Source: an optimization exercise on an open RTL-to-GDS flow (aim: small area). Production flows keep margins and buffers that such runs may drop.
Where RTL was checked, it was by simulation tests only, not by an equivalence proof against the original.
For run 6, only the layout was checked, not whether the RTL still works.
No activity file was given, so power comes from the tool's default toggle rates.

==> flow/design.v <==
module inv16_core (
    input  wire         clk,
    input  wire         rst,           
    input  wire         start,
    input  wire [15:0]  nsteps,
    output wire         busy,
    input  wire         hw_we,
    input  wire [4:0]   hw_sel,
    input  wire [15:0]  hw_data,
    output wire [255:0] regs,
    output wire [15:0]  pc_o,
    output wire         dir_o,
    output wire [1:0]   err_o,
    output wire         halted_o,
    output wire         brk_o,
    output wire         mem_req,
    output wire         mem_we,
    output wire [15:0]  mem_addr,
    output wire [15:0]  mem_wdata,
    input  wire         mem_ack,
    input  wire [15:0]  mem_rdata
);
    reg [15:0] x [0:15];
    reg [15:0] pc, steps, ir, P, Q;
    reg        dir, halted, brk_hit, m, ph;
    reg [1:0]  err;
    reg [3:0]  st, cnt;
    genvar gi;
    wire [255:0] xflat;
    generate
        for (gi = 0; gi < 16; gi = gi + 1) begin : g_regs
            assign xflat[16*gi +: 16] = x[gi];
        end
    endgenerate
    assign regs      = xflat;
    assign busy      = (st != 4'd0);
    assign pc_o      = pc;
    assign dir_o     = dir;
    assign err_o     = err;
    assign halted_o  = halted;
    assign brk_o     = brk_hit;
    assign mem_addr  = Q;
    assign mem_wdata = P;
    wire [3:0] op = ir[7:4];
    wire [3:0] fa = ir[3:0];
    wire [3:0] fb = ir[15:12];
    wire [3:0] fc = ir[11:8];
    wire        rx, rpc, rsteps, rns, rhw, rrd, rimm;
    wire [1:0]  rf, wf, asel;
    wire        xp, xq, xi, bm1, bmq, binv, cin, qen, qld;
    wire [2:0]  kv;
    wire        wx, wpc, wsteps, ldir, lerr, sbrk, cbrk, shalt, mset;
    wire [1:0]  errv;
    wire [3:0]  nst;
    wire        wz, sbit, qbit, cout, pk1, sen;
    wire [15:0] R, W;
    wire [16:0] SUM;
    inv16_ctl u_ctl (
        .st(st), .op(op), .fa(fa), .fb(fb), .fc3(fc[3]),
        .start(start), .hw_we(hw_we), .hw_sel(hw_sel), .hwd(hw_data[1:0]),
        .err(err), .halted(halted), .brk_hit(brk_hit), .dir(dir),
        .wz(wz), .mem_ack(mem_ack), .r0(R[0]), .m(m), .cnt(cnt), .ph(ph),
        .qbit(qbit), .pk1(pk1),
        .rx(rx), .rf(rf), .rpc(rpc), .rsteps(rsteps), .rns(rns), .rhw(rhw),
        .rrd(rrd), .rimm(rimm), .xp(xp), .xq(xq), .xi(xi), .asel(asel), .kv(kv),
        .bm1(bm1), .bmq(bmq), .binv(binv), .cin(cin), .qen(qen),
        .qld(qld), .wx(wx), .wf(wf), .wpc(wpc), .wsteps(wsteps),
        .req(mem_req), .wreq(mem_we), .nst(nst),
        .ldir(ldir), .lerr(lerr), .errv(errv), .sbrk(sbrk), .cbrk(cbrk),
        .shalt(shalt), .mset(mset)
    );
    wire [15:0] roh, woh;
    inv16_dec u_rdec (.en(rx), .f(rf == 2'd0 ? fa : rf == 2'd1 ? fb : fc), .oh(roh));
    inv16_dec u_wdec (.en(wx), .f(wf == 2'd0 ? fa : wf == 2'd1 ? fb : hw_sel[3:0]), .oh(woh));
    inv16_rdmux u_rdmux (
        .xs(xflat), .oh(roh),
        .s_pc(pc), .s_steps(steps), .s_imm(ir[15:8]),
        .e_pc(rpc), .e_steps(rsteps), .e_imm(rimm),
        .R(R)
    );
    inv16_wpath u_wpath (
        .R(R), .s_ns(nsteps), .s_hw(hw_data), .s_rd(mem_rdata),
        .e_ns(rns), .e_hw(rhw), .e_rd(rrd),
        .P(P), .Q(Q), .I(ir), .xp(xp), .xq(xq), .xi(xi), .clr(rst), .W(W), .wz(wz)
    );
    inv16_bitsel u_bitsel (
        .R(R), .cnt(cnt), .ph(ph), .op(op), .fc(fc[2:0]), .q15(Q[15]), .sh(Q[3:0]),
        .m(m), .cout(cout), .P15(P[15]), .sbit(sbit), .qbit(qbit), .pk1(pk1)
    );
    inv16_alu u_alu (
        .P(P), .R(R), .a0(Q[15] && op == 4'h9), .asel(asel), .kv(kv),
        .bm(bm1 | (bmq & Q[15])), .binv(binv), .cin(cin), .SUM(SUM)
    );
    assign cout = SUM[16];
    integer i;
    always @(posedge clk) begin
        for (i = 0; i < 16; i = i + 1)
            if (rst || woh[i]) x[i] <= W;
        if (rst || wpc) pc <= W;
        if (wsteps) steps <= W;
        if (st == 4'd2) ir <= mem_rdata;
        P <= {SUM[15:1], SUM[0] | (sbit && sen)};
        if (qen) Q <= qld ? W : {Q[14:0], qbit};
    end
    wire two = (op == 4'hD);
    assign sen = (st == 4'd9) && !(two && ph);
    always @(posedge clk) begin
        st  <= rst ? 4'd0 : nst;
        cnt <= (st == 4'd9) ? ((two && !ph) ? cnt : cnt - 4'd1) : 4'd15;
        ph  <= (st == 4'd9 && two) ? ~ph : 1'b0;
        if (mset) m <= (st == 4'd9) ? (P[15] ^ cout ^ ~m) : cout;
        if (rst) begin
            dir     <= 1'b0;
            err     <= 2'd0;
            halted  <= 1'b0;
            brk_hit <= 1'b0;
        end else begin
            if (ldir) dir <= hw_data[0];
            if (lerr) err <= errv;
            if (cbrk) brk_hit <= 1'b0;
            if (sbrk) brk_hit <= 1'b1;
            if (shalt) halted <= 1'b1;
        end
    end
endmodule
module inv16_ctl (
    input  wire [3:0] st, op, fa, fb,
    input  wire       fc3,
    input  wire       start, hw_we,
    input  wire [4:0] hw_sel,
    input  wire [1:0] hwd,
    input  wire [1:0] err,
    input  wire       halted, brk_hit, dir,
    input  wire       wz, mem_ack, r0, m,
    input  wire [3:0] cnt,
    input  wire       ph, qbit, pk1,
    output reg        rx,
    output reg  [1:0] rf,
    output reg        rpc, rsteps, rns, rhw, rrd, rimm,
    output reg        xp, xq, xi,
    output reg  [1:0] asel,
    output reg  [2:0] kv,
    output reg        bm1, bmq, binv, cin,  qen, qld,
    output reg        wx,
    output reg  [1:0] wf,
    output reg        wpc, wsteps, req, wreq,
    output reg  [3:0] nst,
    output reg        ldir, lerr,
    output reg  [1:0] errv,
    output reg        sbrk, cbrk, shalt, mset
);
    localparam S_IDLE = 4'd0,  S_PCQ = 4'd1,  S_FETCH = 4'd2, S_E0 = 4'd3;
    localparam S_E1   = 4'd4,  S_E2  = 4'd5,  S_E3    = 4'd6, S_E4 = 4'd7;
    localparam S_E5   = 4'd8,  S_IT  = 4'd9,  S_WB    = 4'd10, S_WB2 = 4'd11;
    localparam S_BK1  = 4'd12, S_BK2 = 4'd13, S_BK3   = 4'd14, S_BK4 = 4'd15;
    localparam OP_ADD = 4'h0, OP_SUB = 4'h1, OP_ROR = 4'h2, OP_ROL = 4'h3;
    localparam OP_SHR = 4'h4, OP_SHL = 4'h5, OP_AND = 4'h6, OP_ORA = 4'h7;
    localparam OP_MUL = 4'h8, OP_DIV = 4'h9, OP_CMP = 4'hA, OP_JEQ = 4'hB;
    localparam OP_XRI = 4'hC, OP_SRR = 4'hD, OP_SRM = 4'hE, OP_BRK = 4'hF;
    localparam F_A = 2'd0, F_B = 2'd1, F_C = 2'd2, F_H = 2'd3;
    localparam A_0 = 2'd0, A_P = 2'd1, A_SH = 2'd2, A_K = 2'd3;
    wire last = (cnt == 4'd0);
    wire two  = (op == OP_SRR);
    always @(*) begin
        rx = 1'b0; rf = F_A; rpc = 1'b0; rsteps = 1'b0; rns = 1'b0; rhw = 1'b0;
        rrd = 1'b0; rimm = 1'b0; xp = 1'b0; xq = 1'b0; xi = 1'b0;
        asel = A_P; kv = 3'b000; bm1 = 1'b0; bmq = 1'b0; binv = 1'b0; cin = 1'b0;
        qen = 1'b0; qld = 1'b0;
        wx = 1'b0; wf = F_A; wpc = 1'b0; wsteps = 1'b0;
        req = 1'b0; wreq = 1'b0;
        ldir = 1'b0; lerr = 1'b0; errv = 2'd0; sbrk = 1'b0; cbrk = 1'b0;
        shalt = 1'b0; mset = 1'b0;
        nst = st;
        begin
            case (st)
                S_IDLE: begin
                    if (start) begin
                        rns = 1'b1; wsteps = 1'b1; cbrk = 1'b1;
                        if (err == 2'd0 && !halted && !wz) nst = S_PCQ;
                    end else if (hw_we) begin
                        rhw  = 1'b1;
                        wf   = F_H;
                        wx   = !hw_sel[4];
                        wpc  = (hw_sel == 5'd16);
                        ldir = (hw_sel == 5'd17);
                        lerr = (hw_sel == 5'd18);
                        errv = hwd;
                    end
                end
                S_PCQ: begin
                    rpc = 1'b1; qen = 1'b1; qld = 1'b1;
                    nst = S_FETCH;
                end
                S_FETCH: begin
                    req = 1'b1;
                    if (mem_ack) nst = S_E0;
                end
                S_E0: begin
                    case (op)
                        OP_ADD, OP_SUB, OP_CMP: begin
                            rx = 1'b1; rf = F_B; asel = A_0; bm1 = 1'b1;
                            nst = S_E1;
                        end
                        OP_ROR, OP_ROL, OP_SHR, OP_SHL, OP_AND, OP_ORA, OP_MUL: begin
                            rx = 1'b1; rf = F_C; qen = 1'b1; qld = 1'b1;
                            nst = S_IT;
                        end
                        OP_DIV: begin
                            rx = 1'b1; rf = F_C;
                            nst = wz ? S_BK1 : S_E1;
                        end
                        OP_JEQ: begin
                            rx = 1'b1; rf = F_B; qen = 1'b1; qld = 1'b1;
                            nst = S_E1;
                        end
                        OP_XRI: begin
                            rimm = 1'b1; asel = A_0; bm1 = 1'b1;
                            nst = S_WB;
                        end
                        OP_SRR: begin
                            if (fc3) begin
                                lerr = 1'b1; errv = 2'd3; nst = S_IDLE;
                            end else
                                nst = S_IT;
                        end
                        OP_SRM: begin
                            rx = 1'b1; rf = F_A; asel = A_0; bm1 = 1'b1;
                            nst = S_E1;
                        end
                        default: begin  
                            sbrk = 1'b1;
                            if (fa == 4'hF && fb == 4'hF) begin
                                shalt = 1'b1; nst = S_IDLE;
                            end else
                                nst = S_BK1;
                        end
                    endcase
                end
                S_E1: begin
                    case (op)
                        OP_ADD, OP_SUB: begin
                            rx = 1'b1; rf = F_C; asel = A_P; bm1 = 1'b1;
                            binv = (op == OP_SUB); cin = (op == OP_SUB);
                            nst = S_WB;
                        end
                        OP_CMP: begin
                            rx = 1'b1; rf = F_C; asel = A_P; bm1 = 1'b1;
                            binv = 1'b1; cin = 1'b1; mset = 1'b1;
                            nst = S_E2;
                        end
                        OP_DIV: begin
                            rx = 1'b1; rf = F_B; qen = 1'b1; qld = 1'b1;
                            asel = A_0; mset = 1'b1;
                            nst = S_IT;
                        end
                        OP_JEQ: begin
                            rx = 1'b1; rf = F_C; xq = 1'b1;
                            nst = wz ? S_E2 : S_BK1;
                        end
                        default: begin  
                            rx = 1'b1; rf = F_B; qen = 1'b1; qld = 1'b1;
                            nst = S_E2;
                        end
                    endcase
                end
                S_E2: begin
                    case (op)
                        OP_CMP: begin
                            xp = 1'b1; asel = A_K;
                            kv = wz ? 3'b000 : m ? 3'b001 : 3'b111;
                            nst = S_WB;
                        end
                        OP_JEQ: begin
                            rx = 1'b1; rf = F_A;
                            if (r0) begin
                                lerr = 1'b1; errv = 2'd1; nst = S_IDLE;
                            end else begin
                                qen = 1'b1; qld = 1'b1; nst = S_E3;
                            end
                        end
                        default: begin  
                            req = 1'b1; rrd = 1'b1; wx = mem_ack;
                            if (mem_ack) nst = S_E3;
                        end
                    endcase
                end
                S_E3: begin
                    if (op == OP_JEQ) begin
                        req = 1'b1; rrd = 1'b1; xi = 1'b1;
                        if (mem_ack) begin
                            if (wz) nst = S_E4;
                            else begin
                                lerr = 1'b1; errv = 2'd2; nst = S_IDLE;
                            end
                        end
                    end else begin  
                        req = 1'b1; wreq = 1'b1;
                        if (mem_ack) nst = S_BK1;
                    end
                end
                S_E4: begin
                    rpc = 1'b1; wx = 1'b1;
                    nst = S_E5;
                end
                S_E5: begin
                    xq = 1'b1; wpc = 1'b1;
                    nst = S_BK3;
                end
                S_IT: begin
                    if (two && !ph) begin  
                        rx = 1'b1; rf = pk1 ? F_B : F_A;
                        asel = A_SH;
                    end else if (two) begin  
                        rx = 1'b1; rf = pk1 ? F_B : F_A;
                        qen = 1'b1;
                        if (last) nst = S_WB;
                    end else if (op == OP_DIV) begin
                        rx = 1'b1; rf = F_C; asel = A_SH; bm1 = 1'b1;
                        binv = !m; cin = !m; qen = 1'b1; mset = 1'b1;
                        if (last) nst = S_WB;
                    end else begin
                        rx = 1'b1; rf = F_B; asel = A_SH;
                        bmq = (op == OP_MUL);
                        qen = (op == OP_AND) || (op == OP_ORA) || (op == OP_MUL);
                        if (last) nst = S_WB;
                    end
                end
                S_WB: begin
                    wx = 1'b1;
                    if (op == OP_SRR) begin
                        xp = 1'b1; nst = S_WB2;
                    end else begin
                        rx = 1'b1; rf = F_A;
                        xq = (op == OP_DIV); xp = (op != OP_DIV);
                        nst = S_BK1;
                    end
                end
                S_WB2: begin
                    xq = 1'b1; wx = 1'b1; wf = F_B;
                    nst = S_BK1;
                end
                S_BK1: begin
                    rpc = 1'b1; asel = A_K; kv = {dir, 2'b10}; bm1 = 1'b1;
                    nst = S_BK2;
                end
                S_BK2: begin
                    xp = 1'b1; wpc = 1'b1; qen = 1'b1; qld = 1'b1;
                    nst = S_BK3;
                end
                S_BK3: begin
                    rsteps = 1'b1; asel = A_K; kv = 3'b111; bm1 = 1'b1;
                    nst = S_BK4;
                end
                default: begin  
                    xp = 1'b1; wsteps = 1'b1;
                    nst = (wz || brk_hit) ? S_IDLE : S_FETCH;
                end
            endcase
        end
    end
endmodule
module inv16_dec (
    input  wire        en,
    input  wire [3:0]  f,
    output wire [15:0] oh
);
    genvar g;
    generate
        for (g = 0; g < 16; g = g + 1) begin : g_oh
            assign oh[g] = en && (f == g);
        end
    endgenerate
endmodule
module inv16_rdmux (
    input  wire [255:0] xs,
    input  wire [15:0]  oh,
    input  wire [15:0]  s_pc, s_steps,
    input  wire [7:0]   s_imm,
    input  wire         e_pc, e_steps, e_imm,
    output reg  [15:0]  R
);
    integer i;
    always @(*) begin
        R = (s_pc & {16{e_pc}}) | (s_steps & {16{e_steps}}) |
            ({8'h00, s_imm} & {16{e_imm}});
        for (i = 0; i < 16; i = i + 1)
            R = R | (xs[16*i +: 16] & {16{oh[i]}});
    end
endmodule
module inv16_wpath (
    input  wire [15:0] R, s_ns, s_hw, s_rd,
    input  wire        e_ns, e_hw, e_rd,
    input  wire [15:0] P, Q, I,
    input  wire        xp, xq, xi, clr,
    output wire [15:0] W,
    output wire        wz
);
    wire [15:0] H = (s_ns & {16{e_ns}}) | (s_hw & {16{e_hw}}) | (s_rd & {16{e_rd}});
    wire [15:0] X = (P & {16{xp}}) | (Q & {16{xq}}) | (I & {16{xi}});
    assign W  = ((R | H) ^ X) & {16{~clr}};
    assign wz = (W == 16'h0000);
endmodule
module inv16_bitsel (
    input  wire [15:0] R,
    input  wire [3:0]  cnt,
    input  wire        ph,
    input  wire [3:0]  op,
    input  wire [2:0]  fc,
    input  wire        q15,
    input  wire [3:0]  sh,
    input  wire        m, cout, P15,
    output reg         sbit,
    output wire        qbit,
    output wire        pk1
);
    reg [7:0] t;
    always @(*) begin
        case (fc)
            3'd0: t = {2'd3, 2'd2, 2'd1, 2'd0};
            3'd1: t = {2'd3, 2'd2, 2'd0, 2'd1};
            3'd2: t = {2'd2, 2'd3, 2'd1, 2'd0};
            3'd3: t = {2'd2, 2'd3, 2'd0, 2'd1};
            3'd4: t = {2'd1, 2'd0, 2'd3, 2'd2};
            3'd5: t = {2'd0, 2'd1, 2'd2, 2'd3};
            3'd6: t = {2'd3, 2'd1, 2'd2, 2'd0};
            default: t = {2'd0, 2'd2, 2'd1, 2'd3};
        endcase
    end
    wire [1:0] pk = t[2*{ph, cnt[3]} +: 2];
    assign pk1 = pk[1];
    wire       shr_op = (op == 4'h2) || (op == 4'h4);
    wire       shl_op = (op == 4'h3) || (op == 4'h5);
    wire [4:0] isum   = {1'b0, cnt} + {1'b0, shl_op ? ~sh : sh} + {4'd0, shl_op};
    reg  [3:0] idx;
    reg        ival;
    always @(*) begin
        idx  = cnt;
        ival = 1'b1;
        if (shr_op) begin idx = isum[3:0]; ival = ~isum[4]; end
        if (shl_op) begin idx = isum[3:0]; ival =  isum[4]; end
        if (op == 4'hD) idx = {pk[0], cnt[2:0]};
    end
    wire rbit = R[idx];
    always @(*) begin
        case (op)
            4'h6:    sbit = q15 & rbit;
            4'h7:    sbit = q15 | rbit;
            4'hD:    sbit = rbit;
            4'h2, 4'h3, 4'h4, 4'h5: sbit = ival & rbit;
            default: sbit = 1'b0;
        endcase
    end
    assign qbit = (op == 4'h9) ? (P15 ^ cout ^ m) : sbit;
endmodule
module inv16_alu (
    input  wire [15:0] P, R,
    input  wire        a0,
    input  wire [1:0]  asel,
    input  wire [2:0]  kv,
    input  wire        bm, binv, cin,
    output wire [16:0] SUM
);
    wire [15:0] K = {{14{kv[2]}}, kv[1], kv[0]};
    reg  [15:0] A;
    always @(*) begin
        case (asel)
            2'd0:    A = 16'h0000;
            2'd1:    A = P;
            2'd2:    A = {P[14:0], a0};
            default: A = K;
        endcase
    end
    wire [15:0] B = (R & {16{bm}}) ^ {16{binv}};
    assign SUM = {1'b0, A} + {1'b0, B} + {16'd0, cin};
endmodule
==> flow/flow/run.sh <==
#!/bin/bash
# Layout: the standard flow (standard.sh) unchanged, except that the
# buffer put on every input and output port is the platform's smallest
# buffer cell instead of the one buffer_ports picks by default, and that
# clock tree synthesis adds no dummy loads.
set -euo pipefail
export BUFFER_PORTS_ARGS="-buffer_cell sky130_fd_sc_hd__buf_1"
export CTS_ARGS="-sink_clustering_enable -repair_clock_nets -dont_use_dummy_load -sink_clustering_size 25 -sink_clustering_max_diameter 80"
bash standard.sh > standard.log 2>&1
==> flow/standard.sh <==
#!/bin/bash
# synth_recipe.tcl (not shown) runs the flow's synth.tcl, then flattens the netlist and writes it again
# the make line also repeats each setting of config.mk as NAME=value (left out here)
make -C /OpenROAD-flow-scripts/flow DESIGN_CONFIG=/design/flow/config.mk WORK_HOME=/design/flow/orfs CLKGATE_MAP_FILE= SYNTH_SCRIPT=/design/flow/synth_recipe.tcl "${@:-finish}"
==> flow/config.mk <==
export PLATFORM = sky130hd
export DESIGN_NAME = inv16_core
export DESIGN_NICKNAME = inv16_core
export VERILOG_FILES = /design/flow/design.v
export SDC_FILE = /design/flow/constraint.sdc
export NUM_CORES = 4
export LEC_CHECK = 0
export CAP_MARGIN = 20
export CORE_MARGIN = 2
export CORE_UTILIZATION = 60
export SLEW_MARGIN = 20
export SYNTH_HIERARCHICAL = 1
export SYNTH_MINIMUM_KEEP_SIZE = 0
==> flow/constraint.sdc <==
create_clock -name core_clock -period 11.0 [get_ports {clk}]
set_input_delay 2.2000 -clock core_clock [delete_from_list [all_inputs] [get_ports {clk}]]
set_output_delay 2.2000 -clock core_clock [all_outputs]
set_load 0.01 [all_outputs]
==> out/qor.csv, run 1 <==
stage,metric,value,unit
yosys,synth_area_leader_cell,edfxtp_1,
power,clock_power_share,15.3,%
layout,utilization,68.5,%
power,p_switching,1.94,mW
layout,antenna_cells,0,
yosys,synth_nets,1471,
cts,cts_root_buf,clkbuf_16,
detailed_routing,wl,63.7,mm
global_routing,grt_pass1_vias,13800,
power,seqPwrFrac,49.2,%
cts,cts-buffers-inserted,20,
placed_design,dp_hpwl,46.0,mm
yosys,avgSynthCellArea,12.4,sq um
sta,period_share,93.4,%
placed_design,portBuffers,369,
setup_path,cp.arrival,10.49,ns
cts,cts_setup_buffers,0,
layout,layout-drive-gt1-share,8.58,%
min_path,holdCritPathClass,flop to flop,
cts,clock_sinks,351,
power,p_int,2.87,mW
setup_path,slowest_stage,nor4_2,
global_routing,track_usage,41.3,%
floorplan,core-area,0.0285,sq mm
sta,tightest_slew,1.14,ns
power,p_comb_share,35.5,%
yosys,ys_types,95,
detailed_routing,via_count,14800,
sta,slew_violations,0,
yosys,yosysSeqAreaShare,59.4,%
power,ir_drop,0.150,mV
layout,fin_area,0.0195,sq mm
setup_path,cp.required,11.22,ns
yosys,async_reset_ff_share,0,%
detailed_routing,vias_per_cell,6.99,
cts,tritoncts,yes,
power,p_sw_share,40.3,%
outcome,status,finished clean,
layout,layout_common_cells,"buf_1, edfxtp_1, nand2_1",
setup_path,cp-end-kind,flop,
layout,nets,1819,
power,p_leak,6.79,nW
sta,relSlewSlack,23.9,%
placed_design,routabilityCongestion,0.957,
yosys,ys_warn_count,12,
layout,syn_to_final_growth,13.1,%
floorplan,die_height,173,microns
cts,htree_levels,1,
setup_path,cp_num_buf_inv,1,
cts,holdBufCountCts,0,
sta,setup-tns-final,0,ns
sta,setup-violations-final,0,
yosys,syn_area,0.0172,sq mm
cts,clkTransAtPathRegs,0.10,ns
yosys,synth_top_area_share,55.9,%
floorplan,die_area,0.0301,sq mm
power,power.density,247,mW/mm^2
sta,hold_viol,0,
layout,layout_commonest_cell,buf_1,
setup_path,max_stage_delay,0.91,ns
placed_design,place_inst,2101,
layout,final_cells,2121,
setup_path,start_kind,flop,
sta,finalClockSkew,0.111,ns
setup_path,cpMostUsedCell,nand2_1,
yosys,synth_edf_count,321,
floorplan,initial_core_util,60.5,%
global_routing,gr-total-overflow,0,
setup_path,crit_type,flop to flop,
cts,clock_path_buffers,3,
setup_path,cpLargestDelayFamily,simple AND/OR/NAND/NOR gates,
yosys,ys.flop_type,edfxtp_1,
detailed_routing,antenna_left,0,
global_routing,antenna_found_initial,0,
placed_design,place_area,0.0190,sq mm
job,maxCapViolations,0,
floorplan,rows,62,
floorplan,die_w,173,microns
floorplan,top_level_ports,370,
detailed_routing,drtPass1Iterations,7,
detailed_routing,avgRoutedWirePerCell,30.0,microns
sta,max_freq,97.4,MHz
global_routing,grt_pass1_wl,91.9,mm
yosys,synthesis.instances,1391,
detailed_routing,drtIter0Drc,2544,
setup_path,path_max_fanout,27,
yosys,ys_top_cells_by_area,"edfxtp_1, a22oi_1, dfxtp_1",
detailed_routing,route.detailed.drc,0,
sta,period_needed,10.27,ns
global_routing,grt_start_max_net_pins,48,
cts,clock_latency,0.56,ns
sta,rsz0062_at_grt,false,
yosys,ys_seq_elements,351,
kinds of logic after synthesis:
logic type | count (synthesis) | share of synthesized area [%]
compound gates | 400 | 17.5
simple gates | 389 | 12.0
flops | 351 | 59.4
buf+inv | 132 | 3.84
xor+xnor | 56 | 2.85
mux | 40 | 2.61
fa+ha+maj | 23 | 1.79
worst paths after layout:
kind,from,cells after the start,to,slack [ns]
worst max-delay path,st[2],34,Q[0],0.73
worst max register to register,st[2],34,Q[0],0.73
worst min-delay path,halted,2,halted,0.56
worst min register to register,halted,2,halted,0.56
synthesized netlist by cell type, drive strengths merged, types with 4 or more instances:
master / count
a21o: 14
a21oi: 42
xor2: 22
nand3: 17
buf: 53
mux2: 19
or2: 19
and2b: 5
nor3: 36
dfxtp: 30
o211ai: 9
nand3b: 8
o21a: 5
clkbuf: 40
a211oi: 5
a31oi: 4
nand4: 26
a221oi: 26
o22ai: 8
nor2b: 14
nor4: 9
a22oi: 101
ha: 19
or3: 6
nor2: 82
xnor2: 34
a22o: 47
inv: 39
nand2: 106
a222oi: 24
o21ai: 70
nand4b: 8
edfxtp: 321
and3: 11
nand2b: 15
mux2i: 19
o32ai: 4
stage by stage:
step	worst slack (ns)	hold WS, ns	total power, mW
after floorplan	3.42	0.516	3.25
after global placement	1.25	0.523	4.00
after detailed placement	0.966	0.527	4.02
after CTS	0.913	0.543	4.73
after global routing	0.247	0.558	4.96
final	0.730	0.557	4.81
state kept, by name, summed over array words and instances (netlist names), 2 cells and up:
| register | flops |
|---|---|
| ir | 16 |
| st | 4 |
| err | 2 |
| x | 256 |
| pc | 16 |
| Q | 16 |
| P | 16 |
| steps | 16 |
| cnt | 4 |
what timing repair did:
action	in CTS	in global routing
endpoints found under the hold margin	0	0
endpoints found under the setup margin	0	1
gates resized for setup	0	2
tightest hold or removal path: cells and delay by family, from the launching register on:
kind	cells	cell delay, ns
flops	1	0.37
simple gates	2	0.15
final cells by class:
type | instances | area (sq um)
fill | 2177 | 8980
inverter | 39 | 146
multi-input combinational | 908 | 6360
tap | 384 | 480
clock buffer | 20 | 500
timing repair buffer | 419 | 1760
sequential | 351 | 10200
routing by layer:
layer  vias to the layer above  track usage (%)  wire [microns]  share of wire [%]
met5                         -                0               0                  0
met2                      1341             65.2           29500                 46
met3                       182             9.98            8760                 14
li1                       6144                -               -                  -
met4                         0             18.4            3190                5.0
met1                      7152             54.8           22200                 35
power by group through the flow:
stage / clock (mW) / combinational [mW] / sequential (mW)
4_1_cts: 0.734 / 1.66 / 2.34
3_5_place_dp: 0 / 1.65 / 2.37
3_3_place_gp: 0 / 1.63 / 2.36
2_1_floorplan: 0 / 0.883 / 2.37
6_report: 0.737 / 1.71 / 2.36
5_1_grt: 0.774 / 1.81 / 2.38
Yosys stat by module (local to each module, per instance):
module,area (sq um),times used
inv16_ctl,1360,1
inv16_bitsel,738,1
inv16_dec,118,2
inv16_alu,1390,1
inv16_rdmux,1680,1
inv16_wpath,782,1
inv16_core,11100,1
==> inputs of run 2 (changes only) <==
--- a/flow/config.mk
+++ b/flow/config.mk
@@ -8,5 +8,5 @@
 export CAP_MARGIN = 20
 export CORE_MARGIN = 2
-export CORE_UTILIZATION = 60
+export CORE_UTILIZATION = 40
 export SLEW_MARGIN = 20
 export SYNTH_HIERARCHICAL = 1
==> run 2 against run 1 <==
  * Still clean on timing, DRC and antenna
  * Sequential share of layout area decreased by 0.86 points
  * Synthesized area unchanged
  * Clock power increased by about 10%
  * Wire length increased by 15%
  * Die area increased by 49%
  * Combinational power increased by 3%
  * Count of clock-buffer cells in the layout increased by 3
  * Critical endpoint unchanged
==> out/qor.csv, run 2 <==
stage,metric,value,unit
outcome,status,finished clean,
layout,layout-drive-gt1-share,8.99,%
sta,relSlewSlack,18.5,%
floorplan,die_area,0.0448,sq mm
detailed_routing,drtIter0Drc,1771,
global_routing,gr-total-overflow,0,
setup_path,cp.required,11.26,ns
min_path,hold_end,halted,
setup_path,start_kind,flop,
power,ir_drop,0.140,mV
layout,final_cells,2293,
setup_path,cp.arrival,10.15,ns
cts,holdBufCountCts,0,
floorplan,initial_core_util,40.3,%
yosys,ys_types,95,
sta,hold_viol,0,
sta,finalClockSkew,0.0907,ns
layout,fillers,4001,
yosys,yosysSeqAreaShare,59.4,%
cts,cts_root_buf,clkbuf_16,
power,power.density,251,mW/mm^2
global_routing,antenna_found_initial,1,
yosys,synth_compound_area_share,17.5,%
floorplan,die_height,212,microns
yosys,ys_seq_elements,351,
cts,cts-buffers-inserted,23,
yosys,synth-adder-area-share,1.79,%
sta,rsz0062_at_grt,false,
placed_design,dp_hpwl,53.6,mm
placed_design,place_area,0.0192,sq mm
yosys,ys_top_cells_by_area,"edfxtp_1, a22oi_1, dfxtp_1",
min_path,hold_start,halted,
layout,fin_area,0.0198,sq mm
setup_path,reg2reg_depth,38,
layout,nets,1828,
detailed_routing,drtPass1Iterations,8,
sta,period_needed,9.89,ns
setup_path,crit-reg2reg-launch,st[3],
job,maxCapViolations,0,
yosys,netlist_top_cells_count,"edfxtp_1, nand2_1, a22oi_1, nor2_1, o21ai_0",
floorplan,core-area,0.0428,sq mm
detailed_routing,vias_per_cell,6.36,
setup_path,ff2ff_setup_slack,1.11,ns
sta,slew_violations,0,
yosys,synthSimpleGateAreaFrac,12.0,%
yosys,synth_xor_area_share,2.85,%
cts,clock_latency,0.60,ns
detailed_routing,route.detailed.drc,0,
cts,cts_setup_buffers,0,
cts,tritoncts,yes,
layout,utilization,46.3,%
yosys,ys_warn_count,12,
cts,htree_levels,1,
setup_path,path_max_fanout,14,
detailed_routing,wl,72.9,mm
sta,setup-tns-final,0,ns
yosys,synthMostInstantiatedCell,edfxtp_1,
layout,layout_commonest_cell,buf_1,
floorplan,die_w,212,microns
layout,largest_register_ffs,256,
yosys,synth_top_area_share,55.9,%
placed_design,place_inst,2269,
sta,period_share,89.9,%
global_routing,grt_pass1_vias,14000,
yosys,async_reset_ff_share,0,%
yosys,synth_top_family_by_area,compound AO/OA/AOI/OAI gates,
power,p_leak,6.85,nW
placed_design,portBuffers,369,
yosys,synthMuxAreaShare,2.61,%
layout,layout_common_cells,"buf_1, edfxtp_1, nand2_1",
layout,largest-register,x,
yosys,synth_area_leader_cell,edfxtp_1,
yosys,synthesis.instances,1391,
setup_path,max_stage_delay,0.78,ns
setup_path,slowest_stage,o21ai_0,
yosys,synth_nets,1471,
cts,clock_sinks,351,
layout,syn_to_final_growth,15.0,%
global_routing,grt_pass1_wl,102,mm
sta,tightest_slew,1.22,ns
sta,max_freq,101,MHz
floorplan,rows,76,
setup_path,crit_start,st[3],
detailed_routing,via_count,14600,
setup_path,cp-end-kind,flop,
detailed_routing,avgRoutedWirePerCell,31.8,microns
cts,cts_resized,0,
cts,clkTransAtPathRegs,0.06,ns
detailed_routing,antenna_left,0,
min_path,holdCritPathClass,flop to flop,
yosys,syn_area,0.0172,sq mm
global_routing,grt_start_max_net_pins,48,
min_path,hold_depth,2,
yosys,synth_edf_count,321,
setup_path,crit_type,flop to flop,
power,power,4.96,mW
floorplan,top_level_ports,370,
sta,setup-violations-final,0,
global_routing,track_usage,31.8,%
setup_path,r2r_end,Q[0],
yosys,ys.flop_type,edfxtp_1,
placed_design,routabilityCongestion,0.963,
yosys,avgSynthCellArea,12.4,sq um
cts,clock_path_buffers,3,
[run 2: Yosys stat by module, one instance, submodules excluded]
module | cell area (sq um) | flip-flops and latches
inv16_bitsel | 738 | 0
inv16_dec | 118 | 0
inv16_ctl | 1360 | 0
inv16_alu | 1390 | 0
inv16_wpath | 782 | 0
inv16_rdmux | 1680 | 0
inv16_core | 11100 | 351
[run 2: worst max-delay path: cells and delay by family, from the launching register on]
family                   cells  cell delay, ns
AO/OA/AOI/OAI               17            4.03
XOR/XNOR                     2            0.28
adder cells (fa/ha/maj)      1            0.34
buffers and inverters        4            0.93
flip-flops                   1            0.44
multiplexers                 2            0.34
AND/OR/NAND/NOR             12            3.21
[run 2: worst max-delay path by stage]
stage / to / slack (ns) / cells past startpoint
detailed placement: Q[0] / 1.57 / 36
global route: Q[0] / 0.69 / 36
global placement: Q[0] / 1.64 / 38
floorplan: Q[0] / 3.42 / 38
CTS: Q[0] / 1.51 / 38
finish: Q[0] / 1.11 / 38
[run 2: where the power goes]
group	total (mW)	leakage (nW)	switching, mW	internal, mW
Clock	0.814	0.283	0.443	0.371
Sequential	2.39	3.50	0.388	2.00
Combinational	1.76	3.07	1.21	0.557
Total	4.96	6.85	2.04	2.93
[run 2: cells by family (layout without fill, tap and decap cells)]
group	after synthesis	after routing
fa+ha+maj	23	23
mux	40	40
buf+inv	132	487
compound gates	400	400
xor+xnor	56	56
flops	351	351
simple gates	389	389
other cells	0	1
[run 2: per-stage QoR]
stage               setup slack (ns)  hold slack, ns
finish                          1.11           0.526
floorplan                       3.42           0.516
CTS                             1.51           0.528
global placement                1.64           0.523
global route                   0.695           0.597
detailed placement              1.57           0.518
[run 2: per-layer routing]
metal	up-vias	wire [microns]	global-route usage (%)
met4	0	2220	9.49
li1	6169	-	-
met1	7296	28500	42.6
met2	997	33800	51.0
met3	119	8390	8.04
met5	-	0	0
[run 2: layout make-up]
cell class / instances / area, sq um / share of cell area (%)
timing repair buffer: 425 / 1810 / 9.12
tap: 546 / 683 / 3.45
sequential: 351 / 10200 / 51.7
inverter: 39 / 146 / 0.739
antenna: 1 / 2.50 / 0.0126
clock buffer: 23 / 576 / 2.90
multi-input combinational: 908 / 6360 / 32.1
==> inputs of run 3 (changes only) <==
--- a/flow/flow/run.sh
+++ b/flow/flow/run.sh
@@ -6,4 +6,4 @@
 set -euo pipefail
 export BUFFER_PORTS_ARGS="-buffer_cell sky130_fd_sc_hd__buf_1"
-export CTS_ARGS="-sink_clustering_enable -repair_clock_nets -dont_use_dummy_load -sink_clustering_size 25 -sink_clustering_max_diameter 80"
+export CTS_ARGS="-sink_clustering_enable -repair_clock_nets -dont_use_dummy_load -sink_clustering_size 16 -sink_clustering_max_diameter 60 -buf_list sky130_fd_sc_hd__clkbuf_8"
 bash standard.sh > standard.log 2>&1
==> run 3 against run 2 <==
  * Still clean on timing, DRC and antenna
  * Sequential power barely moved
  * First-iteration DRC count rose by 0.90%
  * Count of clock-buffer cells in the layout rose by 8
  * Fmax barely moved
  * Clock skew rose by 0.021 ns
  * Worst hold slack improved by 0.00086 ns
  * Global-route usage barely moved
  * Die area did not move
  * Cell count rose by 0.35%
  * Via count fell by 0.44%
  * Highest routed layer unchanged
==> out/qor.csv, run 3 <==
stage,metric,value,unit
outcome,status,finished clean,
yosys,ys_warn_count,12,
yosys,synth_edf_count,321,
yosys,yosysSeqAreaShare,59.4,%
detailed_routing,route.detailed.drc,0,
setup_path,path_max_fanout,31,
sta,tightest_slew,1.20,ns
sta,period_share,89.9,%
cts,cts-buffers-inserted,31,
power,ir_drop,0.139,mV
floorplan,top_level_ports,370,
detailed_routing,drtPass1Iterations,8,
detailed_routing,wl,73.2,mm
sta,hold_viol,0,
setup_path,cp_num_buf_inv,3,
setup_path,cp.required,11.37,ns
sta,relSlewSlack,19.9,%
setup_path,max_stage_delay,0.84,ns
placed_design,place_area,0.0192,sq mm
detailed_routing,via_count,14500,
yosys,synth_nets,1471,
cts,clock_path_buffers,3,
detailed_routing,drtIter0Drc,1787,
layout,layout_common_cells,"buf_1, edfxtp_1, nand2_1",
global_routing,antenna_found_initial,1,
yosys,synth_area_leader_cell,edfxtp_1,
sta,finalClockSkew,0.112,ns
cts,clock_latency,0.70,ns
power,p_leak,6.79,nW
yosys,syn_area,0.0172,sq mm
cts,htree_levels,1,
setup_path,start_kind,flop,
yosys,ys_types,95,
yosys,synthMostInstantiatedCell,edfxtp_1,
yosys,synthMuxAreaShare,2.61,%
setup_path,worst-path-stages,36,
sta,slew_violations,0,
setup_path,cpLargestDelayFamily,compound AO/OA/AOI/OAI gates,
detailed_routing,avgRoutedWirePerCell,31.8,microns
yosys,synthSimpleGateAreaFrac,12.0,%
power,power.density,246,mW/mm^2
yosys,ys_top_cells_by_area,"edfxtp_1, a22oi_1, dfxtp_1",
detailed_routing,vias_per_cell,6.31,
setup_path,reg2reg_depth,36,
layout,largest_register_ffs,256,
min_path,hold_depth,2,
layout,fin_area,0.0197,sq mm
setup_path,crit_type,flop to flop,
cts,cts_resized,0,
job,maxCapViolations,0,
global_routing,gr-total-overflow,0,
floorplan,die_w,212,microns
yosys,synth_compound_area_share,17.5,%
detailed_routing,antenna_left,0,
placed_design,dp_hpwl,53.6,mm
floorplan,die_height,212,microns
cts,holdBufCountCts,0,
yosys,synthesis.instances,1391,
yosys,ys.flop_type,edfxtp_1,
placed_design,routabilityCongestion,0.963,
floorplan,initial_core_util,40.3,%
yosys,avgSynthCellArea,12.4,sq um
setup_path,cp-end-kind,flop,
yosys,synth_xor_area_share,2.85,%
yosys,synth-adder-area-share,1.79,%
layout,layout_commonest_cell,buf_1,
yosys,async_reset_ff_share,0,%
floorplan,die_area,0.0448,sq mm
cts,cts_root_buf,clkbuf_8,
min_path,holdCritPathClass,flop to flop,
yosys,netlist_top_cells_count,"edfxtp_1, nand2_1, a22oi_1, nor2_1, o21ai_0",
global_routing,grt_pass1_wl,101,mm
yosys,synth_top_family_by_area,compound AO/OA/AOI/OAI gates,
layout,largest-register,x,
layout,final_cells,2301,
setup_path,slowest_stage,edfxtp_1,
global_routing,track_usage,31.8,%
cts,tritoncts,yes,
sta,period_needed,9.89,ns
cts,clkTransAtPathRegs,0.09,ns
placed_design,portBuffers,369,
layout,nets,1836,
sta,setup-violations-final,0,
global_routing,grt_pass1_vias,14100,
sta,max_freq,101,MHz
cts,cts_setup_buffers,0,
yosys,ys_seq_elements,351,
layout,layout-drive-gt1-share,9.41,%
setup_path,cp.arrival,10.26,ns
floorplan,core-area,0.0428,sq mm
global_routing,grt_start_max_net_pins,48,
floorplan,rows,76,
cts,clock_sinks,351,
sta,rsz0062_at_grt,false,
placed_design,place_inst,2269,
yosys,synth_top_area_share,55.9,%
layout,syn_to_final_growth,14.1,%
sta,setup-tns-final,0,ns
run 3: per-stage QoR:
stage          total power, mW  worst slack, ns  utilization (%)  hold WS, ns
2_1_floorplan             3.25             3.42                -        0.516
3_5_place_dp              4.12             1.57             45.0        0.518
3_3_place_gp              4.12             1.64             45.0        0.523
6_report                  4.84             1.11             46.0        0.527
5_1_grt                   5.02            0.762             46.0        0.597
4_1_cts                   4.79             1.51             46.0        0.528
run 3: per-module statistics from Yosys, one instance, submodules excluded:
module        cells  flops+latches
inv16_dec        23              0
inv16_alu       201              0
inv16_ctl       226              0
inv16_rdmux     237              0
inv16_bitsel    101              0
inv16_core      463            351
inv16_wpath     117              0
run 3: worst register-to-register path: cells and delay by family (launching register included):
kind | cells | cell delay (ns)
AND/OR/NAND/NOR | 11 | 2.79
buffers and inverters | 3 | 0.71
adder cells (fa/ha/maj) | 1 | 0.34
multiplexers | 2 | 0.38
XOR/XNOR | 2 | 0.23
AO/OA/AOI/OAI | 17 | 4.31
flip-flops | 1 | 0.84
run 3: path summary, 6_finish.rpt:
path | endpoint | slack [ns] | start
setup / recovery | Q[0] | 1.11 | ir[5]
hold / removal | halted | 0.53 | halted
setup reg to reg | Q[0] | 1.11 | ir[5]
hold reg to reg | halted | 0.53 | halted
run 3: kinds of logic after synthesis:
logic type / after synthesis
buffers and inverters: 132
XOR/XNOR: 56
AO/OA/AOI/OAI: 400
AND/OR/NAND/NOR: 389
adder cells (fa/ha/maj): 23
flip-flops: 351
multiplexers: 40
run 3: power by group:
| group | switching (mW) | internal, mW |
|---|---|---|
| Sequential | 0.386 | 2.00 |
| Combinational | 1.21 | 0.557 |
| Clock | 0.439 | 0.249 |
run 3: layout make-up:
cell class,count,area [sq um]
Inverter,39,146
Timing Repair Buffer,425,1810
Clock buffer,31,427
Fill cell,4032,23100
Tap cell,546,683
Sequential cell,351,10200
Antenna cell,1,2.50
Multi-Input combinational cell,908,6360
run 3: layer usage:
| metal | up-vias | share of wire (%) | GRT usage [%] |
|---|---|---|---|
| li1 | 6173 | - | - |
| met3 | 159 | 12 | 10.2 |
| met2 | 993 | 46 | 49.9 |
| met5 | - | 0 | 0 |
| met1 | 7192 | 38 | 41.2 |
| met4 | 0 | 4.1 | 12.0 |
==> inputs of run 4 (changes only) <==
--- a/flow/config.mk
+++ b/flow/config.mk
@@ -8,5 +8,5 @@
 export CAP_MARGIN = 20
 export CORE_MARGIN = 2
-export CORE_UTILIZATION = 40
+export CORE_UTILIZATION = 60
 export SLEW_MARGIN = 20
 export SYNTH_HIERARCHICAL = 1
==> run 4 against run 3 <==
  * Still clean
  * Via count grew 2.2%
  * Register-to-register slack worse by 0.29 ns
  * Synthesized cell count did not move
  * First-iteration DRC count increased by 32%
  * Critical path type unchanged
  * Highest routed layer unchanged
==> out/qor.csv, run 4 <==
stage,metric,value,unit
yosys,ys_types,95,
setup_path,path_max_fanout,24,
setup_path,slowest_stage,dfxtp_1,
sta,holdWs,0.553,ns
yosys,synthSimpleGateAreaFrac,12.0,%
cts,clkTransAtPathRegs,0.08,ns
sta,period_share,92.6,%
sta,period_needed,10.18,ns
sta,hold_viol,0,
layout,multi_input_area,0.00636,sq mm
placed_design,dp_hpwl,46.0,mm
sta,tightest_slew,1.12,ns
setup_path,start_kind,flop,
power,p_comb_share,36.1,%
layout,utilization,68.2,%
power,p_switching,1.94,mW
floorplan,die_area,0.0301,sq mm
layout,layout-drive-gt1-share,9.10,%
setup_path,ff2ff_setup_slack,0.82,ns
job,maxCapViolations,0,
floorplan,core-area,0.0285,sq mm
setup_path,cp.arrival,10.50,ns
cts,holdBufCountCts,0,
detailed_routing,route.detailed.drc,0,
cts,clock_sinks,351,
min_path,hold_depth,2,
cts,clock_path_buffers,3,
sta,relSlewSlack,25.6,%
yosys,synth_nets,1471,
layout,syn_to_final_growth,12.6,%
yosys,synthMuxAreaShare,2.61,%
layout,fillers,2198,
sta,finalClockSkew,0.108,ns
yosys,async_reset_ff_share,0,%
global_routing,track_usage,41.5,%
power,p_leak,6.76,nW
placed_design,place_ws,0.966,ns
yosys,synth_xor_area_share,2.85,%
setup_path,crit_type,flop to flop,
layout,largest_register_ffs,256,
yosys,ys_warn_count,12,
power,p_sw_share,41.0,%
sta,slew_violations,0,
placed_design,portBuffers,369,
layout,antenna_cells,0,
yosys,synth_top_area_share,55.9,%
power,seqPwrFrac,50.0,%
sta,rsz0062_at_grt,false,
layout,layout_common_cells,"buf_1, edfxtp_1, nand2_1",
sta,max_freq,98.2,MHz
setup_path,reg2reg_depth,35,
cts,cts_resized,0,
global_routing,grt_pass1_wl,92.5,mm
yosys,synth-adder-area-share,1.79,%
detailed_routing,avgRoutedWirePerCell,30.0,microns
sta,setup-violations-final,0,
power,power.density,244,mW/mm^2
placed_design,place_area,0.0190,sq mm
yosys,syn_area,0.0172,sq mm
floorplan,die_w,173,microns
layout,fin_area,0.0194,sq mm
power,p_int,2.79,mW
yosys,synth_compound_area_share,17.5,%
yosys,synthesis.instances,1391,
yosys,ys_seq_elements,351,
cts,cts_root_buf,clkbuf_8,
detailed_routing,via_count,14800,
min_path,holdCritPathClass,flop to flop,
layout,regArea,0.0102,sq mm
layout,largest-register,x,
yosys,synth_top_family_by_area,compound AO/OA/AOI/OAI gates,
detailed_routing,drtIter0Drc,2363,
detailed_routing,drtPass1Iterations,7,
detailed_routing,vias_per_cell,6.96,
floorplan,die_height,173,microns
global_routing,gr-total-overflow,0,
power,ir_drop,0.155,mV
setup_path,cp.required,11.32,ns
setup_path,cp-end-kind,flop,
layout,nets,1829,
sta,setup-tns-final,0,ns
global_routing,antenna_found_initial,0,
yosys,synth_area_leader_cell,edfxtp_1,
yosys,synth_edf_count,321,
yosys,netlist_top_cells_count,"edfxtp_1, nand2_1, a22oi_1, nor2_1, o21ai_0",
power,clock_power_share,13.9,%
cts,tritoncts,yes,
placed_design,routabilityCongestion,0.957,
cts,cts-buffers-inserted,30,
yosys,avgSynthCellArea,12.4,sq um
cts,htree_levels,1,
yosys,yosysSeqAreaShare,59.4,%
floorplan,rows,62,
layout,layout_commonest_cell,buf_1,
detailed_routing,antenna_left,0,
floorplan,top_level_ports,370,
global_routing,grt_pass1_vias,14000,
yosys,ys_top_cells_by_area,"edfxtp_1, a22oi_1, dfxtp_1",
sta,worst_slack,0.818,ns
detailed_routing,wl,63.9,mm
floorplan,initial_core_util,60.5,%
yosys,ys.flop_type,edfxtp_1,
cts,clock_latency,0.65,ns
global_routing,grt_start_max_net_pins,48,
cts,cts_setup_buffers,0,
setup_path,max_stage_delay,0.87,ns
outcome,status,finished clean,
yosys,synthMostInstantiatedCell,edfxtp_1,
-- run 4: area by class of cell --
class | instances | area share, %
Clock buffer | 30 | 2.13
Sequential cell | 351 | 52.8
Multi-Input combinational cell | 908 | 32.8
Timing Repair Buffer | 419 | 9.08
Inverter | 39 | 0.754
Tap cell | 384 | 2.48
-- run 4: layer usage --
layer | GRT usage, % | wire length [microns] | vias up
met4 | 20.5 | 3340 | 0
met2 | 64.9 | 29500 | 1287
met1 | 54.3 | 22200 | 7184
met5 | 0 | 0 | -
li1 | - | - | 6160
met3 | 10.7 | 8770 | 205
-- run 4: worst paths after layout --
check                              end  startpoint
worst max-delay path              Q[0]       st[0]
worst min-delay path            halted      halted
worst max register to register    Q[0]       st[0]
worst min register to register  halted      halted
-- run 4: stage by stage --
step / std cells / power, mW
after floorplan: 1391 / 3.25
after global placement: 2101 / 4.00
after detailed placement: 2101 / 4.02
after CTS: 2131 / 4.65
after global routing: 2131 / 4.88
final: 2131 / 4.73
-- run 4: worst max-delay path: cells and delay by family, from the launching register on --
family	cells	cell delay (ns)
AO/OA/AOI/OAI	16	3.87
XOR/XNOR	2	0.24
adder cells (fa/ha/maj)	1	0.34
buffers and inverters	2	0.48
flip-flops	1	0.87
multiplexers	2	0.36
AND/OR/NAND/NOR	12	3.76
-- run 4: cells by family after synthesis --
group                    after synthesis
AO/OA/AOI/OAI                        400
adder cells (fa/ha/maj)               23
flip-flops                           351
XOR/XNOR                              56
buffers and inverters                132
multiplexers                          40
AND/OR/NAND/NOR                      389
-- run 4: power groups by stage --
stage	registers, mW	clock network (mW)	logic (mW)
after floorplan	2.37	0	0.883
after global placement	2.36	0	1.63
after detailed placement	2.37	0	1.65
after CTS	2.34	0.652	1.66
after global routing	2.38	0.693	1.81
final	2.37	0.658	1.71
-- run 4: modules after synthesis (local to each module, per instance) --
module | cells inside | flops+latches
inv16_core | 463 | 351
inv16_rdmux | 237 | 0
inv16_bitsel | 101 | 0
inv16_dec | 23 | 0
inv16_ctl | 226 | 0
inv16_alu | 201 | 0
inv16_wpath | 117 | 0
==> inputs of run 5 (changes only) <==
--- a/flow/flow/run.sh
+++ b/flow/flow/run.sh
@@ -6,4 +6,4 @@
 set -euo pipefail
 export BUFFER_PORTS_ARGS="-buffer_cell sky130_fd_sc_hd__buf_1"
-export CTS_ARGS="-sink_clustering_enable -repair_clock_nets -dont_use_dummy_load -sink_clustering_size 16 -sink_clustering_max_diameter 60 -buf_list sky130_fd_sc_hd__clkbuf_8"
+export CTS_ARGS="-sink_clustering_enable -repair_clock_nets -dont_use_dummy_load -sink_clustering_size 20 -sink_clustering_max_diameter 70 -buf_list sky130_fd_sc_hd__clkbuf_8"
 bash standard.sh > standard.log 2>&1
==> run 5 against run 4 <==
  * Fmax fell by 0.82%
  * Synthesized area is the same
  * Final area is 0.41% lower
  * Non-clock buffer count unchanged
  * Combinational power about the same
  * Sequential power about the same
  * Cell count decreased by 0.23%
  * Wire length about the same
  * Setup slack worse by 0.084 ns
  * Count of clock-buffer cells in the layout fell by 6
==> out/qor.csv, run 5 <==
stage,metric,value,unit
detailed_routing,avgRoutedWirePerCell,30.1,microns
yosys,syn_area,0.0172,sq mm
yosys,ys_types,95,
power,p_switching,1.93,mW
global_routing,grt_pass1_vias,13800,
outcome,status,finished clean,
layout,largest-register,x,
global_routing,antenna_found_initial,0,
yosys,ys_warn_count,12,
detailed_routing,route.detailed.drc,0,
sta,hold_viol,0,
job,maxCapViolations,0,
setup_path,cp.required,11.32,ns
setup_path,path_max_fanout,24,
layout,fillers,2201,
sta,holdWs,0.557,ns
setup_path,crit_type,flop to flop,
min_path,holdCritPathClass,flop to flop,
global_routing,track_usage,41.4,%
layout,layout_common_cells,"buf_1, edfxtp_1, nand2_1",
cts,cts_root_buf,clkbuf_8,
yosys,synthMostInstantiatedCell,edfxtp_1,
power,ir_drop,0.152,mV
floorplan,die_w,173,microns
floorplan,rows,62,
layout,layout-drive-gt1-share,8.79,%
placed_design,place_inst,2101,
sta,finalClockSkew,0.0825,ns
layout,final_cells,2126,
global_routing,gr-total-overflow,0,
floorplan,die_area,0.0301,sq mm
power,p_sw_share,41.3,%
placed_design,dp_hpwl,46.0,mm
layout,layout_commonest_cell,buf_1,
layout,nets,1823,
sta,tightest_slew,1.14,ns
yosys,avgSynthCellArea,12.4,sq um
detailed_routing,drtIter0Drc,2346,
sta,rsz0062_at_grt,false,
detailed_routing,antenna_left,0,
detailed_routing,vias_per_cell,7.00,
setup_path,slowest_stage,dfxtp_1,
cts,clock_latency,0.62,ns
sta,setup-tns-final,0,ns
detailed_routing,via_count,14900,
floorplan,die_height,173,microns
cts,tritoncts,yes,
yosys,ys_seq_elements,351,
layout,utilization,67.9,%
yosys,yosysSeqAreaShare,59.4,%
sta,period_share,93.3,%
global_routing,grt_start_max_net_pins,48,
yosys,synth_edf_count,321,
layout,largest_register_ffs,256,
power,seqPwrFrac,50.6,%
floorplan,initial_core_util,60.5,%
yosys,synth_top_area_share,55.9,%
floorplan,core-area,0.0285,sq mm
floorplan,top_level_ports,370,
yosys,netlist_top_cells_count,"edfxtp_1, nand2_1, a22oi_1, nor2_1, o21ai_0",
sta,max_freq,97.4,MHz
setup_path,start_kind,flop,
placed_design,portBuffers,369,
layout,syn_to_final_growth,12.1,%
power,p_int,2.74,mW
cts,holdBufCountCts,0,
detailed_routing,drtPass1Iterations,7,
cts,clock_path_buffers,3,
global_routing,grt_pass1_wl,92.2,mm
yosys,async_reset_ff_share,0,%
yosys,synthesis.instances,1391,
setup_path,cp_num_buf_inv,2,
power,power.density,242,mW/mm^2
yosys,ys_top_cells_by_area,"edfxtp_1, a22oi_1, dfxtp_1",
setup_path,max_stage_delay,0.88,ns
detailed_routing,wl,63.9,mm
power,p_comb_share,36.5,%
layout,fin_area,0.0193,sq mm
cts,clock_sinks,351,
sta,period_needed,10.27,ns
cts,cts-buffers-inserted,24,
cts,clkTransAtPathRegs,0.11,ns
sta,relSlewSlack,24.1,%
power,clock_power_share,12.9,%
setup_path,cp-end-kind,flop,
placed_design,routabilityCongestion,0.957,
sta,slew_violations,0,
cts,htree_levels,1,
yosys,ys.flop_type,edfxtp_1,
setup_path,cp.arrival,10.59,ns
yosys,synth_area_leader_cell,edfxtp_1,
power,p_leak,6.71,nW
sta,setup-violations-final,0,
placed_design,place_area,0.0190,sq mm
yosys,synth_nets,1471,
setup_path,cpLargestDelayFamily,compound AO/OA/AOI/OAI gates,
run 5: layout make-up:
class	instances	area [sq um]	share of cell area [%]
sequential	351	10200	53.0
clock buffer	24	330	1.71
multi-input combinational	908	6360	32.9
antenna	1	2.50	0.0129
timing repair buffer	419	1760	9.12
inverter	39	146	0.757
tap	384	480	2.49
run 5: what timing repair did:
item | 4_1_cts | 5_1_grt
resized for setup | 0 | 2
setup endpoints to repair | 0 | 1
buffers inserted | 0 | 0
run 5: routing by layer:
layer / share of wire, % / GRT usage, % / vias to the layer above / wire (microns)
met3: 14 / 10.1 / 196 / 8780
li1: - / - / 6154 / -
met2: 46 / 64.7 / 1327 / 29600
met5: 0 / 0 / - / 0
met4: 5.2 / 19.6 / 0 / 3340
met1: 35 / 55.0 / 7208 / 22200
run 5: logic make-up (layout without fill, tap and decap cells):
group           after synthesis  in the layout  synth area share, %
other cells                   0              1                    0
compound gates              400            400                 17.5
simple gates                389            389                 12.0
xor+xnor                     56             56                 2.85
fa+ha+maj                    23             23                 1.79
mux                          40             40                 2.61
buf+inv                     132            482                 3.84
flops                       351            351                 59.4
run 5: Yosys stat by module, one instance, submodules excluded:
module	times used	area, sq um	flops+latches
inv16_core	1	11100	351
inv16_rdmux	1	1680	0
inv16_alu	1	1390	0
inv16_ctl	1	1360	0
inv16_wpath	1	782	0
inv16_bitsel	1	738	0
inv16_dec	2	118	0
run 5: power by group through the flow:
stage | registers, mW | clock network, mW | logic, mW
final | 2.36 | 0.605 | 1.71
after global routing | 2.38 | 0.638 | 1.81
after CTS | 2.34 | 0.595 | 1.66
after detailed placement | 2.37 | 0 | 1.65
after global placement | 2.36 | 0 | 1.63
after floorplan | 2.37 | 0 | 0.883
run 5: stage by stage:
step | setup WS (ns) | power (mW)
2_1_floorplan | 3.42 | 3.25
3_3_place_gp | 1.25 | 4.00
3_5_place_dp | 0.966 | 4.02
4_1_cts | 0.911 | 4.59
5_1_grt | 0.227 | 4.83
6_report | 0.734 | 4.67
run 5: worst paths after layout:
kind              endpoint    from  slack, ns  depth (start not counted)
hold reg to reg     halted  halted       0.56                          2
setup / recovery      Q[0]   st[0]       0.73                         35
setup reg to reg      Q[0]   st[0]       0.73                         35
hold / removal      halted  halted       0.56                          2
run 5: worst min-delay path: stages, from the launching register on:
cell     delay [ns]
dfxtp_1        0.37
nor2_1         0.11
nor2_1         0.04
==> inputs of run 6 (changes only) <==
--- a/flow/design.v
+++ b/flow/design.v
@@ -71,16 +71,17 @@
     );
     wire [15:0] roh, woh;
-    inv16_dec u_rdec (.en(rx), .f(rf == 2'd0 ? fa : rf == 2'd1 ? fb : fc), .oh(roh));
+    inv16_dec u_rdec (.en(rx && !rst), .f(rf == 2'd0 ? fa : rf == 2'd1 ? fb : fc), .oh(roh));
     inv16_dec u_wdec (.en(wx), .f(wf == 2'd0 ? fa : wf == 2'd1 ? fb : hw_sel[3:0]), .oh(woh));
     inv16_rdmux u_rdmux (
         .xs(xflat), .oh(roh),
         .s_pc(pc), .s_steps(steps), .s_imm(ir[15:8]),
-        .e_pc(rpc), .e_steps(rsteps), .e_imm(rimm),
+        .e_pc(rpc && !rst), .e_steps(rsteps && !rst), .e_imm(rimm && !rst),
         .R(R)
     );
     inv16_wpath u_wpath (
         .R(R), .s_ns(nsteps), .s_hw(hw_data), .s_rd(mem_rdata),
-        .e_ns(rns), .e_hw(rhw), .e_rd(rrd),
-        .P(P), .Q(Q), .I(ir), .xp(xp), .xq(xq), .xi(xi), .clr(rst), .W(W), .wz(wz)
+        .e_ns(rns && !rst), .e_hw(rhw && !rst), .e_rd(rrd && !rst),
+        .P(P), .Q(Q), .I(ir), .xp(xp && !rst), .xq(xq && !rst), .xi(xi && !rst),
+        .W(W), .wz(wz)
     );
     inv16_bitsel u_bitsel (
@@ -159,5 +160,5 @@
     localparam OP_XRI = 4'hC, OP_SRR = 4'hD, OP_SRM = 4'hE, OP_BRK = 4'hF;
     localparam F_A = 2'd0, F_B = 2'd1, F_C = 2'd2, F_H = 2'd3;
-    localparam A_0 = 2'd0, A_P = 2'd1, A_SH = 2'd2, A_K = 2'd3;
+    localparam A_P = 2'd1, A_SH = 2'd2, A_K = 2'd3;
     wire last = (cnt == 4'd0);
     wire two  = (op == OP_SRR);
@@ -199,5 +200,5 @@
                     case (op)
                         OP_ADD, OP_SUB, OP_CMP: begin
-                            rx = 1'b1; rf = F_B; asel = A_0; bm1 = 1'b1;
+                            rx = 1'b1; rf = F_B; asel = A_K; bm1 = 1'b1;
                             nst = S_E1;
                         end
@@ -215,5 +216,5 @@
                         end
                         OP_XRI: begin
-                            rimm = 1'b1; asel = A_0; bm1 = 1'b1;
+                            rimm = 1'b1; asel = A_K; bm1 = 1'b1;
                             nst = S_WB;
                         end
@@ -225,5 +226,5 @@
                         end
                         OP_SRM: begin
-                            rx = 1'b1; rf = F_A; asel = A_0; bm1 = 1'b1;
+                            rx = 1'b1; rf = F_A; asel = A_K; bm1 = 1'b1;
                             nst = S_E1;
                         end
@@ -251,5 +252,5 @@
                         OP_DIV: begin
                             rx = 1'b1; rf = F_B; qen = 1'b1; qld = 1'b1;
-                            asel = A_0; mset = 1'b1;
+                            asel = A_K; mset = 1'b1;
                             nst = S_IT;
                         end
@@ -392,5 +393,5 @@
     input  wire        e_ns, e_hw, e_rd,
     input  wire [15:0] P, Q, I,
-    input  wire        xp, xq, xi, clr,
+    input  wire        xp, xq, xi,
     output wire [15:0] W,
     output wire        wz
@@ -398,5 +399,5 @@
     wire [15:0] H = (s_ns & {16{e_ns}}) | (s_hw & {16{e_hw}}) | (s_rd & {16{e_rd}});
     wire [15:0] X = (P & {16{xp}}) | (Q & {16{xq}}) | (I & {16{xi}});
-    assign W  = ((R | H) ^ X) & {16{~clr}};
+    assign W  = (R | H) ^ X;
     assign wz = (W == 16'h0000);
 endmodule
@@ -465,8 +466,7 @@
     always @(*) begin
         case (asel)
-            2'd0:    A = 16'h0000;
-            2'd1:    A = P;
             2'd2:    A = {P[14:0], a0};
-            default: A = K;
+            2'd3:    A = K;
+            default: A = P;
         endcase
     end
--- a/flow/flow/run.sh
+++ b/flow/flow/run.sh
@@ -6,4 +6,4 @@
 set -euo pipefail
 export BUFFER_PORTS_ARGS="-buffer_cell sky130_fd_sc_hd__buf_1"
-export CTS_ARGS="-sink_clustering_enable -repair_clock_nets -dont_use_dummy_load -sink_clustering_size 20 -sink_clustering_max_diameter 70 -buf_list sky130_fd_sc_hd__clkbuf_8"
+export CTS_ARGS="-sink_clustering_enable -repair_clock_nets -dont_use_dummy_load -sink_clustering_size 16 -sink_clustering_max_diameter 60 -buf_list sky130_fd_sc_hd__clkbuf_8"
 bash standard.sh > standard.log 2>&1
==> run 6 against run 5 <==
  * Final area increased by 0.19%
  * Largest cell class unchanged
  * Synthesized cell count is 1.6% lower
  * Largest power group unchanged
  * First-iteration DRC count is 5.7% higher
  * Setup slack improved by 0.27 ns
  * Critical path type unchanged
  * Still clean on timing, DRC and antenna
  * Worst hold slack got worse by 0.022 ns
==> out/qor.csv, run 6 <==
stage,metric,value,unit
outcome,status,finished clean,
sta,setup-violations-final,0,
floorplan,die_area,0.0300,sq mm
power,power,5.57,mW
sta,setup-tns-final,0,ns
power,p_comb_share,38.6,%
floorplan,top_level_ports,370,
power,seqPwrFrac,49.8,%
layout,final_cells,2102,
yosys,synth_edf_count,321,
yosys,synth_xor_area_share,3.16,%
power,p_switching,2.37,mW
global_routing,grt_pass1_wl,89.4,mm
yosys,ys_seq_elements,351,
placed_design,portBuffers,369,
power,ir_drop,0.174,mV
floorplan,initial_core_util,61.3,%
yosys,synth_area_leader_cell,edfxtp_1,
detailed_routing,antenna_left,0,
setup_path,crit-reg2reg-launch,ir[6],
setup_path,cp-end-kind,flop,
placed_design,place_ws,1.38,ns
min_path,holdCritPathClass,flop to flop,
yosys,synthMuxAreaShare,2.54,%
sta,worst_slack,1.00,ns
setup_path,slowest_stage,edfxtp_1,
cts,tritoncts,yes,
yosys,synth_top_family_by_area,compound AO/OA/AOI/OAI gates,
power,p_sw_share,42.5,%
floorplan,die_w,173,microns
placed_design,routabilityCongestion,1.04,
yosys,synth_nets,1449,
yosys,yosysSeqAreaShare,59.6,%
detailed_routing,drtIter0Drc,2480,
global_routing,grt_pass1_vias,13500,
global_routing,antenna_found_initial,1,
cts,cts_resized,0,
layout,utilization,69.1,%
setup_path,cp.arrival,10.33,ns
global_routing,grt_start_max_net_pins,36,
yosys,netlist_top_cells_count,"edfxtp_1, nand2_1, a22oi_1, nor2_1, a21oi_1",
job,maxCapViolations,0,
power,clock_power_share,11.6,%
floorplan,die_height,173,microns
yosys,synthMostInstantiatedCell,edfxtp_1,
yosys,synthSimpleGateAreaFrac,12.6,%
cts,clock_sinks,351,
cts,holdBufCountCts,0,
yosys,synthesis.instances,1369,
sta,period_share,90.9,%
floorplan,core-area,0.0280,sq mm
cts,clock_path_buffers,3,
sta,period_needed,10.0,ns
setup_path,start_kind,flop,
detailed_routing,drtPass1Iterations,9,
detailed_routing,vias_per_cell,6.98,
layout,layout_commonest_cell,buf_1,
global_routing,track_usage,40.2,%
placed_design,dp_hpwl,45.2,mm
setup_path,crit_start,ir[6],
detailed_routing,avgRoutedWirePerCell,29.8,microns
power,p_int,3.20,mW
setup_path,path_max_fanout,26,
sta,relSlewSlack,15.9,%
layout,largest-register,x,
global_routing,gr-total-overflow,0,
cts,cts-buffers-inserted,29,
yosys,ys_top_cells_by_area,"edfxtp_1, a22oi_1, dfxtp_1",
cts,cts_root_buf,clkbuf_8,
sta,rsz0062_at_grt,false,
detailed_routing,wl,62.5,mm
cts,htree_levels,1,
layout,layout_common_cells,"buf_1, edfxtp_1, nand2_1",
setup_path,crit_type,flop to flop,
yosys,async_reset_ff_share,0,%
setup_path,cp_num_buf_inv,2,
detailed_routing,route.detailed.drc,0,
min_path,hold_start,brk_hit,
sta,max_freq,100,MHz
yosys,synth_compound_area_share,16.7,%
layout,layout-drive-gt1-share,9.46,%
layout,nets,1805,
yosys,avgSynthCellArea,12.5,sq um
placed_design,place_inst,2072,
setup_path,max_stage_delay,0.96,ns
layout,largest_register_ffs,256,
cts,cts_setup_buffers,0,
yosys,ys.flop_type,edfxtp_1,
cts,clkTransAtPathRegs,0.07,ns
yosys,ys_types,97,
layout,syn_to_final_growth,12.8,%
yosys,synth_top_area_share,56.1,%
power,p_leak,6.79,nW
sta,slew_violations,0,
cts,clock_latency,0.62,ns
floorplan,rows,61,
yosys,synth-adder-area-share,1.73,%
sta,finalClockSkew,0.0545,ns
power,power.density,288,mW/mm^2
yosys,syn_area,0.0172,sq mm
setup_path,cpLargestDelayFamily,simple AND/OR/NAND/NOR gates,
setup_path,cp.required,11.33,ns
detailed_routing,via_count,14700,
setup_path,cpMostUsedCell,a21oi_1,
sta,tightest_slew,1.26,ns
sta,hold_viol,0,
yosys,ys_warn_count,12,
-- run 6: cell count changes in the layout (fill, tap and decap cells not counted), sizes merged, moves of 9 or more --
cell | previous run | this run
a21oi | 42 | 74
a22o | 47 | 26
inv | 39 | 25
o21ai | 70 | 48
xnor2 | 34 | 49
xor2 | 22 | 13
-- run 6: through the flow --
step	hold slack, ns	instance area [sq um]
3_3_place_gp	0.513	18900
4_1_cts	0.534	19300
6_report	0.535	19400
5_1_grt	0.560	19400
2_1_floorplan	0.516	17200
3_5_place_dp	0.524	18900
-- run 6: final timing paths --
kind,endpoint,slack [ns],depth (start not counted)
worst max-delay path,Q[0],1.00,35
worst min-delay path,brk_hit,0.53,2
worst max register to register,Q[0],1.00,35
worst min register to register,brk_hit,0.53,2
-- run 6: per-module statistics from Yosys, one instance, submodules excluded --
module | cell area (sq um) | cells
inv16_alu | 1320 | 201
inv16_bitsel | 738 | 101
inv16_core | 11100 | 474
inv16_ctl | 1410 | 216
inv16_dec | 118 | 23
inv16_rdmux | 1680 | 237
inv16_wpath | 648 | 94
-- run 6: cell families (layout without fill, tap and decap cells) --
logic type	after synthesis	in the layout
AO/OA/AOI/OAI	388	388
XOR/XNOR	62	62
adder cells (fa/ha/maj)	22	22
buffers and inverters	115	469
flip-flops	351	351
multiplexers	39	39
other	0	1
AND/OR/NAND/NOR	392	392
-- run 6: power groups by stage --
stage	clock network, mW	logic [mW]	registers [mW]
after floorplan	0	1.06	2.79
after global placement	0	2.07	2.77
after detailed placement	0	2.10	2.77
after CTS	0.641	2.11	2.74
after global routing	0.685	2.28	2.80
final	0.646	2.15	2.78
-- run 6: worst min-delay path, cell delays in order (launching register included) --
cell	delay (ns)
dfxtp_1	0.35
a21oi_1	0.07
nor2_1	0.07
-- run 6: area by class of cell --
cell class	count	area [sq um]
flip-flops and latches	351	10200
fillers	2113	8650
multi-input cells	903	6420
repair buffers	415	1730
well taps	378	473
clock buffers	29	399
inverters	25	93.8
diodes	1	2.50
-- run 6: per-layer routing --
layer,vias up,track usage [%],wire [microns]
li1,6064,-,-
met1,7118,55.9,22400
met2,1296,61.7,28200
met3,196,8.86,8970
met4,0,16.8,2980
met5,-,0,0

## separate check: timing with driven ports
Ports are ideal in the flow. The routed layouts listed here were re-timed in OpenROAD. Step 1 (the two cells are an assumption about what drives the block):
set clk [get_ports {clk}]
set_driving_cell -lib_cell sky130_fd_sc_hd__clkbuf_16 $clk
set_driving_cell -lib_cell sky130_fd_sc_hd__buf_2 [delete_from_list [all_inputs] $clk]
Step 2 times the ports against the registers' clock, not the clock port: input delays grow and output delays shrink by t, the midpoint of the rising clock arrivals with the driver on. a / b / c = ideal / step 1 / step 2; a / b = the first two.
| run | t (ns) | setup WS [ns] | slew at the worst register clock pin (ns) | pins driven straight from the clock port |
|---|---|---|---|---|
| run 1 | 0.561 | 0.730 / 0.730 / 0.730 | 0.11 / 0.11 | 1 |
| run 2 | 0.609 | 1.112 / 1.112 / 1.112 | 0.10 / 0.10 | 1 |
| run 3 | 0.699 | 1.111 / 1.111 / 1.111 | 0.11 / 0.11 | 1 |
| run 4 | 0.648 | 0.818 / 0.818 / 0.818 | 0.11 / 0.11 | 1 |
| run 5 | 0.635 | 0.734 / 0.734 / 0.734 | 0.12 / 0.12 | 1 |
| run 6 | 0.641 | 1.002 / 1.002 / 0.947 | 0.11 / 0.11 | 1 |
After both steps setup and hold are still met in every run listed. For run 6, which loses most, drivers alone change the setup slack by 0.000 ns; drivers and shift together by -0.055 ns.
